This is an optimization exercise on Yosys and OpenROAD, whose aim is small area and few clock cycles, not a production implementation. The RTL was checked by simulation tests, not by an equivalence proof against the original design.

==> trial 73 <==
==> flow/design.v <==
module lmac_core (
    input  wire       clk,
    input  wire       rst,
    input  wire       rx_valid,
    input  wire [7:0] rx_data,
    output wire       rx_ready,
    input  wire       cmd_valid,
    input  wire [3:0] cmd_op,
    input  wire [7:0] cmd_data,
    input  wire [1:0] cmd_flags,
    output wire       cmd_ready,
    output wire       rsp_valid,
    output wire [3:0] rsp_status,
    output wire       tx_valid,
    output wire [7:0] tx_data,
    input  wire       tx_ready,
    output wire       pay_valid,
    output wire [7:0] pay_data,
    output wire       err_valid,
    output wire [3:0] err_code
);
    localparam integer CAP  = 128;
    localparam integer MAXP = CAP - 5;
    localparam integer N    = 128;    
    localparam integer RA   = 4;      
    localparam integer QD   = 4;      
    localparam integer QB   = 2;      
    localparam integer QE   = 2;      
    localparam integer EB   = 1;      
    localparam [3:0] OP_INIT    = 4'h0;
    localparam [3:0] OP_DEINIT  = 4'h1;
    localparam [3:0] OP_WRITE   = 4'h4;
    localparam [3:0] OP_SETDEST = 4'h5;
    function [6:0] inc_m(input [6:0] x);
        inc_m = x + 7'd1;
    endfunction
    function [6:0] sub_m(input [6:0] a, input [6:0] b);
        sub_m = a - b;
    endfunction
    reg       initialized;
    reg       err_en;
    reg [6:0] self7;       
    reg [6:0] dest7;       
    reg [8*N-1:0] ring;    
    reg [6:0]     cs;      
    wire [6:0]    cs1 = inc_m(cs);
    wire [6:0]    rs  = cs + RA;                
    wire [7:0]    ring_tap = ring[8*(N-1-RA) +: 8];
    reg       ring_we;
    reg [7:0] ring_wd;
    always @(posedge clk)
        ring <= {ring[8*(N-1)-1:0], ring_we ? ring_wd : ring[8*(N-1) +: 8]};
    assign pay_data = ring_tap;
    reg [6:0] wp;          
    reg       cur_act;     
    reg [6:0] cur_start;   
    reg [6:0] rp;          
    reg       rd_active;   
    reg          sq_k [0:QD-1];    
    reg [6:0]    sq_a [0:QD-1];
    reg [6:0]    sq_b [0:QD-1];
    reg [QB-1:0] sq_hd, sq_tl;
    reg [QB:0]   sq_cnt;
    wire         sq_full = (sq_cnt == QD);
    wire         sq_nemp = (sq_cnt != 0);
    wire         h_k = sq_k[sq_hd];
    wire [6:0]   h_a = sq_a[sq_hd];
    wire [6:0]   h_b = sq_b[sq_hd];
    reg [1:0]    eq_c [0:QE-1];    
    reg [2:0]    eq_t [0:QE-1];    
    reg [EB-1:0] eq_hd, eq_tl;
    reg [EB:0]   eq_cnt;
    wire         eq_full = (eq_cnt == QE);
    wire         eq_nemp = (eq_cnt != 0);
    reg [2:0]    pc, pd;           
    wire         err_due = eq_nemp && (eq_t[eq_hd] == pd);
    wire [6:0] rd_sel = rd_active ? rp : h_a;
    wire       empty  = !sq_nemp && !cur_act;
    wire [6:0] base   = sq_nemp ? rd_sel : cur_start;
    wire       nfull  = cs1 != base;
    wire       cont_ok = (cs == wp) && nfull;
    wire       new_ok  = empty || ((sub_m(cs, base) >= sub_m(wp, base)) && nfull);
    wire       wr_ok   = cur_act ? cont_ok : new_ok;
    reg [7:0] rx_len;
    reg       h0ok;        
    reg [7:0] b1;          
    reg [7:0] d1, d2;      
    reg [6:0] ck_lo, ck_hi;
    wire is_end  = (rx_data == 8'h7F);
    wire rx_ovf  = rx_len[7];
    wire rx_need_wr = initialized && !rx_ovf && !is_end &&
                      (rx_len >= 8'd4) && (rx_len <= 8'd126);
    wire rx_may_push = initialized && (rx_ovf || is_end);
    reg wr_act;            
    assign rx_ready = !wr_act && (!rx_need_wr || wr_ok) &&
                      (!rx_may_push || !(sq_full || eq_full));
    wire rx_fire = rx_valid && rx_ready;
    wire [6:0] f_lo = (ck_lo == 7'h7F) ? 7'h00 : ck_lo;
    wire [6:0] f_hi = (ck_hi == 7'h7F) ? 7'h00 : ck_hi;
    wire       rx_ck_ok = (d1 == {1'b0, f_lo}) && (d2 == {1'b0, f_hi});
    wire [6:0] ck_lo_n = ck_lo + d2[6:0];
    wire [6:0] ck_hi_n = ck_hi + ck_lo_n;
    reg [7:0] wr_rem;      
    reg       wr_bad;
    reg       wr_writes;   
    reg [1:0] tf_cnt;
    reg [6:0] tx_end_last;  
    reg [2:0] rq [0:3];
    reg [1:0] rq_hd, rq_tl;
    reg [2:0] rq_cnt;
    wire      rq_full = rq_cnt[2];
    reg [1:0] tx_done;        
    localparam [2:0] T_IDLE = 3'd0, T_H1 = 3'd1, T_PAY = 3'd2, T_CKH = 3'd3,
                     T_CKL = 3'd4, T_END = 3'd5;
    reg [2:0] tph;
    wire need_dest = (tph == T_IDLE) ? (tf_cnt != 2'd0) : tf_cnt[1];   
    wire tx_gap_ok = (tf_cnt == 2'd0) || (sub_m(cs, tx_end_last) >= 7'd5);
    wire wr_last = (wr_rem == 8'd1);
    reg  first_ok;
    always @(*) begin
        first_ok = !rx_valid && !rq_full;
        case (cmd_op)
            OP_WRITE:
                if (tf_cnt == 2'd3 || sq_full) first_ok = 1'b0;
            OP_INIT, OP_DEINIT:
                if (tf_cnt != 2'd0) first_ok = 1'b0;
            OP_SETDEST:
                if (need_dest) first_ok = 1'b0;
            default: ;
        endcase
    end
    wire beat_ok = !wr_writes ||
                   (wr_ok && (cur_act || tx_gap_ok) && (!wr_last || !sq_full));
    assign cmd_ready = wr_act ? beat_ok : first_ok;
    wire cmd_fire = cmd_valid && cmd_ready;
    reg       tx_v;
    reg [7:0] tx_out;
    reg       tx_lastb;    
    reg [6:0] tx_lo, tx_hi;   
    assign tx_valid = tx_v;
    assign tx_data  = tx_out;
    wire tx_free = !tx_v || tx_ready;
    wire at_slot   = (rs == rd_sel);
    wire last_slot = (inc_m(rs) == h_b);
    assign err_valid = err_due;
    assign err_code  = 4'd6 + {2'b00, eq_c[eq_hd]};
    assign pay_valid = !err_due && sq_nemp && !h_k && at_slot;
    wire [2:0] rq_h = rq[rq_hd];
    assign rsp_valid  = (rq_cnt != 3'd0) && (rq_h != 3'd7 || tx_done != 2'd0);
    assign rsp_status = (rq_h == 3'd7) ? 4'd0 : {1'b0, rq_h};
    wire wr_beat = cmd_fire && wr_act && wr_writes;
    always @(*) begin
        ring_we = 1'b0;
        ring_wd = d2;
        if (rx_fire && rx_need_wr) ring_we = 1'b1;
        if (wr_beat) begin
            ring_we = 1'b1;
            ring_wd = cmd_data;
        end
    end
    wire [6:0] seg_start_now = cur_act ? cur_start : cs;
    wire [6:0] tx_add  = (tph == T_H1) ? self7 : ring_tap[6:0];
    wire [6:0] tx_lo_n = tx_lo + tx_add;
    wire [6:0] tx_hi_n = tx_hi + tx_lo_n;
    reg       spush, spop, epush, epop;
    reg       spush_k;
    reg [6:0] spush_a, spush_b;
    reg [1:0] epush_c;
    reg       rpush, rpop, tpush, tpop, tdone;
    reg [2:0] rpush_v;
    always @(posedge clk) begin
        spush = 1'b0; spush_k = 1'b0; spush_a = cur_start; spush_b = wp;
        epush = 1'b0; epush_c = 2'd0;
        spop = 1'b0; epop = 1'b0;
        rpush = 1'b0; rpush_v = 3'd0; rpop = 1'b0;
        tpush = 1'b0; tpop = 1'b0; tdone = 1'b0;
        if (rst) begin
            initialized <= 1'b0;
            err_en      <= 1'b0;
            self7       <= 7'h7F;
            dest7       <= 7'h7F;
            cs          <= 7'd0;
            wp          <= 7'd0;
            cur_act     <= 1'b0;
            rp          <= 7'd0;
            rd_active   <= 1'b0;
            sq_hd       <= 0;
            sq_tl       <= 0;
            sq_cnt      <= 0;
            eq_hd       <= 0;
            eq_tl       <= 0;
            eq_cnt      <= 0;
            pc          <= 3'd0;
            pd          <= 3'd0;
            rx_len      <= 8'd0;
            wr_act      <= 1'b0;
            tf_cnt      <= 2'd0;
            rq_hd       <= 2'd0;
            rq_tl       <= 2'd0;
            rq_cnt      <= 3'd0;
            tx_done     <= 2'd0;
            tx_v        <= 1'b0;
            tx_lastb    <= 1'b0;
            tph         <= T_IDLE;
        end else begin
            cs <= cs1;
            if (ring_we) begin
                wp <= cs1;
                if (!cur_act) begin
                    cur_act   <= 1'b1;
                    cur_start <= cs;
                end
            end
            if (rx_fire && initialized) begin
                if (rx_ovf) begin
                    rx_len  <= 8'd0;
                    cur_act <= 1'b0;
                    if (err_en) begin epush = 1'b1; epush_c = 2'd3; end
                end else if (!is_end) begin
                    rx_len <= rx_len + 8'd1;
                    d1 <= rx_data;
                    d2 <= d1;
                    if (rx_len < 8'd2) begin
                        ck_lo <= 7'd0;
                        ck_hi <= 7'd0;
                    end else begin
                        ck_lo <= ck_lo_n;
                        ck_hi <= ck_hi_n;
                    end
                    if (rx_len == 8'd0) h0ok <= (rx_data == {1'b1, self7});
                    if (rx_len == 8'd1) b1 <= rx_data;
                end else begin
                    rx_len  <= 8'd0;
                    cur_act <= 1'b0;
                    if (rx_len < 8'd4 || !rx_ck_ok) begin
                        if (err_en) begin epush = 1'b1; epush_c = 2'd2; end
                    end else if (!h0ok) begin
                        if (err_en) begin epush = 1'b1; epush_c = 2'd0; end
                    end else if (b1 != {1'b0, dest7}) begin
                        if (err_en) begin epush = 1'b1; epush_c = 2'd1; end
                    end else if (rx_len != 8'd4) begin
                        spush = 1'b1; spush_k = 1'b0; spush_a = cur_start;
                    end
                end
            end
            if (cmd_fire) begin
                if (!wr_act) begin
                    rpush = 1'b1;
                    case (cmd_op)
                        OP_INIT: begin
                            if (!cmd_flags[0]) rpush_v = 3'd1;
                            else if (cmd_data > 8'h7E) rpush_v = 3'd2;
                            else begin
                                self7       <= cmd_data[6:0];
                                dest7       <= 7'h7F;
                                rx_len      <= 8'd0;
                                cur_act     <= 1'b0;
                                err_en      <= cmd_flags[1];
                                initialized <= 1'b1;
                            end
                        end
                        OP_DEINIT: begin
                            self7       <= 7'h7F;
                            dest7       <= 7'h7F;
                            rx_len      <= 8'd0;
                            cur_act     <= 1'b0;
                            err_en      <= 1'b0;
                            initialized <= 1'b0;
                        end
                        OP_SETDEST: begin
                            if (cmd_data > 8'h7E) rpush_v = 3'd3;
                            else dest7 <= cmd_data[6:0];
                        end
                        OP_WRITE: begin
                            rx_len    <= 8'd0;
                            cur_act   <= 1'b0;
                            wr_rem    <= cmd_data;
                            wr_bad    <= 1'b0;
                            wr_writes <= (cmd_data <= MAXP);
                            if (cmd_data != 8'd0) begin
                                wr_act <= 1'b1;
                                rpush  = 1'b0;
                            end else if (dest7 == 7'h7F) rpush_v = 3'd3;
                            else begin
                                rpush_v = 3'd7;
                                tpush = 1'b1;
                                tx_end_last <= wp;
                                spush = 1'b1; spush_k = 1'b1; spush_a = wp; spush_b = wp;
                            end
                        end
                        default: ;
                    endcase
                end else begin
                    wr_rem <= wr_rem - 8'd1;
                    if (cmd_data >= 8'h7F) wr_bad <= 1'b1;
                    if (wr_last) begin
                        wr_act  <= 1'b0;
                        cur_act <= 1'b0;
                        rpush = 1'b1;
                        if (dest7 == 7'h7F) rpush_v = 3'd3;
                        else if (!wr_writes) rpush_v = 3'd4;
                        else if (wr_bad || cmd_data >= 8'h7F) rpush_v = 3'd5;
                        else begin
                            rpush_v = 3'd7;
                            tpush = 1'b1;
                            tx_end_last <= cs1;
                            spush = 1'b1; spush_k = 1'b1;
                            spush_a = seg_start_now; spush_b = cs1;
                        end
                    end
                end
            end
            if (err_due) begin
                epop = 1'b1;
            end else if (pay_valid) begin
                rp        <= inc_m(rs);
                rd_active <= 1'b1;
                if (last_slot) begin
                    rd_active <= 1'b0;
                    spop = 1'b1;
                    pd <= pd + 3'd1;
                end
            end
            if (tx_v && tx_ready) begin
                tx_v <= 1'b0;
                if (tx_lastb) begin
                    tx_lastb <= 1'b0;
                    tdone = 1'b1;
                end
            end
            if (tx_free) begin
                case (tph)
                    T_IDLE: if (tf_cnt != 2'd0) begin
                        tx_v <= 1'b1; tx_out <= {1'b1, dest7}; tph <= T_H1;
                        tx_lo <= dest7; tx_hi <= dest7;
                    end
                    T_H1: begin
                        tx_v <= 1'b1; tx_out <= {1'b0, self7}; tph <= T_PAY;
                        tx_lo <= tx_lo_n; tx_hi <= tx_hi_n;
                    end
                    T_PAY: begin
                        if (sq_nemp && h_k) begin
                            if (h_a == h_b) begin
                                spop = 1'b1;
                                tph  <= T_CKH;
                            end else if (at_slot) begin
                                tx_v      <= 1'b1;
                                tx_out    <= ring_tap;
                                tx_lo     <= tx_lo_n;
                                tx_hi     <= tx_hi_n;
                                rp        <= inc_m(rs);
                                rd_active <= 1'b1;
                                if (last_slot) begin
                                    rd_active <= 1'b0;
                                    spop = 1'b1;
                                    tph  <= T_CKH;
                                end
                            end
                        end
                    end
                    T_CKH: begin
                        tx_v <= 1'b1; tph <= T_CKL;
                        tx_out <= {1'b0, (tx_hi == 7'h7F) ? 7'h00 : tx_hi};
                    end
                    T_CKL: begin
                        tx_v <= 1'b1; tph <= T_END;
                        tx_out <= {1'b0, (tx_lo == 7'h7F) ? 7'h00 : tx_lo};
                    end
                    default: begin  
                        tx_v <= 1'b1; tx_out <= 8'h7F; tx_lastb <= 1'b1; tph <= T_IDLE;
                        tpop = 1'b1;
                    end
                endcase
            end
            rpop = rsp_valid;
            tx_done <= tx_done + tdone - (rpop && rq_h == 3'd7);
            if (rpush) begin
                rq[rq_tl] <= rpush_v;
                rq_tl <= rq_tl + 2'd1;
            end
            if (rpop) rq_hd <= rq_hd + 2'd1;
            rq_cnt <= rq_cnt + rpush - rpop;
            tf_cnt <= tf_cnt + tpush - tpop;
            if (spush) begin
                sq_k[sq_tl] <= spush_k;
                sq_a[sq_tl] <= spush_a;
                sq_b[sq_tl] <= spush_b;
                sq_tl <= sq_tl + 1'b1;
                if (!spush_k) pc <= pc + 3'd1;
            end
            if (spop) sq_hd <= sq_hd + 1'b1;
            sq_cnt <= sq_cnt + spush - spop;
            if (epush) begin
                eq_c[eq_tl] <= epush_c;
                eq_t[eq_tl] <= pc;
                eq_tl <= eq_tl + 1'b1;
            end
            if (epop) eq_hd <= eq_hd + 1'b1;
            eq_cnt <= eq_cnt + epush - epop;
        end
    end
endmodule
==> flow/run.sh <==
#!/bin/bash
# synth_recipe.tcl (not shown) runs the flow's synth.tcl, then flattens the netlist and writes it again
# the make line also repeats each setting of config.mk as NAME=value (left out here)
make -C /OpenROAD-flow-scripts/flow DESIGN_CONFIG=/design/flow/config.mk WORK_HOME=/design/flow/orfs CLKGATE_MAP_FILE= SYNTH_SCRIPT=/design/flow/synth_recipe.tcl finish
==> flow/config.mk <==
export PLATFORM = sky130hd
export DESIGN_NAME = lmac_core
export DESIGN_NICKNAME = lmac_core
export VERILOG_FILES = /design/flow/design.v
export SDC_FILE = /design/flow/constraint.sdc
export NUM_CORES = 4
export LEC_CHECK = 0
export CAP_MARGIN = 20
export CORE_MARGIN = 2
export CORE_UTILIZATION = 60
export CTS_BUF_LIST = sky130_fd_sc_hd__clkbuf_16
export CTS_CLUSTER_DIAMETER = 120
export CTS_CLUSTER_SIZE = 25
export PLACE_DENSITY = 0.75
export SLEW_MARGIN = 20
==> flow/constraint.sdc <==
create_clock -name core_clock -period 8.0 [get_ports {clk}]
set_input_delay 1.6000 -clock core_clock [delete_from_list [all_inputs] [get_ports {clk}]]
set_output_delay 1.6000 -clock core_clock [all_outputs]
set_load 0.01 [all_outputs]
==> build 98 (differences from trial 73) <==
--- a/flow/config.mk
+++ b/flow/config.mk
@@ -8,8 +8,7 @@
 export CAP_MARGIN = 20
 export CORE_MARGIN = 2
-export CORE_UTILIZATION = 60
+export CORE_UTILIZATION = 40
 export CTS_BUF_LIST = sky130_fd_sc_hd__clkbuf_16
-export CTS_CLUSTER_DIAMETER = 120
-export CTS_CLUSTER_SIZE = 25
-export PLACE_DENSITY = 0.75
+export CTS_CLUSTER_DIAMETER = 100
+export CTS_CLUSTER_SIZE = 30
 export SLEW_MARGIN = 20
==> trial 40 (differences from trial 73) <==
--- a/flow/design.v
+++ b/flow/design.v
@@ -49,6 +49,8 @@
     reg       ring_we;
     reg [7:0] ring_wd;
-    always @(posedge clk)
+    always @(posedge clk) begin
         ring <= {ring[8*(N-1)-1:0], ring_we ? ring_wd : ring[8*(N-1) +: 8]};
+        cs   <= rst ? 7'd0 : cs1;
+    end
     assign pay_data = ring_tap;
     reg [6:0] wp;          
@@ -105,19 +107,20 @@
     reg       wr_writes;   
     reg [1:0] tf_cnt;
-    reg [6:0] tx_end_last;  
-    reg [2:0] rq [0:3];
-    reg [1:0] rq_hd, rq_tl;
-    reg [2:0] rq_cnt;
-    wire      rq_full = rq_cnt[2];
+    reg [2:0] ph_cnt;         
     reg [1:0] tx_done;        
+    reg       st_v;           
+    reg [2:0] st_s;
+    reg [2:0] st_after;       
     localparam [2:0] T_IDLE = 3'd0, T_H1 = 3'd1, T_PAY = 3'd2, T_CKH = 3'd3,
                      T_CKL = 3'd4, T_END = 3'd5;
     reg [2:0] tph;
     wire need_dest = (tph == T_IDLE) ? (tf_cnt != 2'd0) : tf_cnt[1];   
-    wire tx_gap_ok = (tf_cnt == 2'd0) || (sub_m(cs, tx_end_last) >= 7'd5);
+    wire tx_gap_ok = (tf_cnt == 2'd0) || (sub_m(cs, wp) >= 7'd5);
     wire wr_last = (wr_rem == 8'd1);
+    wire st_due    = st_v && (st_after == 3'd0);
+    wire slot_free = !st_v || st_due;
     reg  first_ok;
     always @(*) begin
-        first_ok = !rx_valid && !rq_full;
+        first_ok = !rx_valid && (slot_free || (cmd_op == OP_WRITE && cmd_data != 8'd0));
         case (cmd_op)
             OP_WRITE:
@@ -132,5 +135,7 @@
     wire beat_ok = !wr_writes ||
                    (wr_ok && (cur_act || tx_gap_ok) && (!wr_last || !sq_full));
-    assign cmd_ready = wr_act ? beat_ok : first_ok;
+    wire wr_fails = (dest7 == 7'h7F) || !wr_writes || wr_bad || (cmd_data >= 8'h7F);
+    wire last_ok  = !wr_last || slot_free || !wr_fails;
+    assign cmd_ready = wr_act ? (beat_ok && last_ok) : first_ok;
     wire cmd_fire = cmd_valid && cmd_ready;
     reg       tx_v;
@@ -146,7 +151,6 @@
     assign err_code  = 4'd6 + {2'b00, eq_c[eq_hd]};
     assign pay_valid = !err_due && sq_nemp && !h_k && at_slot;
-    wire [2:0] rq_h = rq[rq_hd];
-    assign rsp_valid  = (rq_cnt != 3'd0) && (rq_h != 3'd7 || tx_done != 2'd0);
-    assign rsp_status = (rq_h == 3'd7) ? 4'd0 : {1'b0, rq_h};
+    assign rsp_valid  = st_due || (tx_done != 2'd0);
+    assign rsp_status = st_due ? {1'b0, st_s} : 4'd0;
     wire wr_beat = cmd_fire && wr_act && wr_writes;
     always @(*) begin
@@ -180,8 +184,5 @@
             self7       <= 7'h7F;
             dest7       <= 7'h7F;
-            cs          <= 7'd0;
-            wp          <= 7'd0;
             cur_act     <= 1'b0;
-            rp          <= 7'd0;
             rd_active   <= 1'b0;
             sq_hd       <= 0;
@@ -196,7 +197,6 @@
             wr_act      <= 1'b0;
             tf_cnt      <= 2'd0;
-            rq_hd       <= 2'd0;
-            rq_tl       <= 2'd0;
-            rq_cnt      <= 3'd0;
+            ph_cnt      <= 3'd0;
+            st_v        <= 1'b0;
             tx_done     <= 2'd0;
             tx_v        <= 1'b0;
@@ -204,5 +204,4 @@
             tph         <= T_IDLE;
         end else begin
-            cs <= cs1;
             if (ring_we) begin
                 wp <= cs1;
@@ -285,5 +284,4 @@
                                 rpush_v = 3'd7;
                                 tpush = 1'b1;
-                                tx_end_last <= wp;
                                 spush = 1'b1; spush_k = 1'b1; spush_a = wp; spush_b = wp;
                             end
@@ -304,5 +302,4 @@
                             rpush_v = 3'd7;
                             tpush = 1'b1;
-                            tx_end_last <= cs1;
                             spush = 1'b1; spush_k = 1'b1;
                             spush_a = seg_start_now; spush_b = cs1;
@@ -373,12 +370,14 @@
                 endcase
             end
-            rpop = rsp_valid;
-            tx_done <= tx_done + tdone - (rpop && rq_h == 3'd7);
-            if (rpush) begin
-                rq[rq_tl] <= rpush_v;
-                rq_tl <= rq_tl + 2'd1;
+            rpop = rsp_valid && !st_due;      
+            if (st_due) st_v <= 1'b0;
+            else if (rpop && st_v) st_after <= st_after - 3'd1;
+            tx_done <= tx_done + tdone - rpop;
+            ph_cnt  <= ph_cnt + tpush - rpop;
+            if (rpush && rpush_v != 3'd7) begin
+                st_v     <= 1'b1;
+                st_s     <= rpush_v;
+                st_after <= ph_cnt - rpop;
             end
-            if (rpop) rq_hd <= rq_hd + 2'd1;
-            rq_cnt <= rq_cnt + rpush - rpop;
             tf_cnt <= tf_cnt + tpush - tpop;
             if (spush) begin
--- a/flow/config.mk
+++ b/flow/config.mk
@@ -10,6 +10,8 @@
 export CORE_UTILIZATION = 60
 export CTS_BUF_LIST = sky130_fd_sc_hd__clkbuf_16
-export CTS_CLUSTER_DIAMETER = 120
+export CTS_CLUSTER_DIAMETER = 90
 export CTS_CLUSTER_SIZE = 25
+export GPL_ROUTABILITY_DRIVEN = 0
+export GPL_TIMING_DRIVEN = 0
 export PLACE_DENSITY = 0.75
 export SLEW_MARGIN = 20
==> summary of the runs <==
- In flip-flop and latch count, trial 73 and build 98 do not differ.
- Core utilization, lowest first: build 98, trial 73, trial 40.
- Synthesized cell count: trial 73 is larger than trial 40 (2.8%).
- Area after synthesis is the same in build 98 and trial 73.
Testbench counts of trial 73, summed over its fixed seeds: cycles 27,527.
Testbench counts of build 98, summed over its fixed seeds: cycles 27,527.
Testbench counts of trial 40, summed over its fixed seeds: cycles 27,617.

-- what the ideal ports hide --
In the flow no input, the clock included, has a driving cell. The finished layouts below were timed again as built, in two steps. Step 1 (the two cells are an assumption about what drives the block):
set clk [get_ports {clk}]
set_driving_cell -lib_cell sky130_fd_sc_hd__clkbuf_16 $clk
set_driving_cell -lib_cell sky130_fd_sc_hd__buf_2 [delete_from_list [all_inputs] $clk]
Step 2 adds t to the input delays and takes it off the output delays; t is the mean of the earliest and latest rising clock arrival at the registers after step 1. Input paths then give back, and output paths get back, about the clock's delay inside the block. Three values: no drivers, after step 1, after step 2; two values: the first two.
run | t, ns | slack for setup (ns) | latest minus earliest clock arrival (ns) | pins driven straight from the clock port
trial 73 | 0.706 | 0.458 / 0.396 / 1.102 | 0.041 / 0.041 | 1
build 98 | 0.714 | 0.357 / 0.293 / 1.006 | 0.028 / 0.027 | 1
trial 40 | 0.699 | 0.356 / 0.298 / 0.997 | 0.021 / 0.022 | 1
After both steps setup and hold are still met in every run listed.
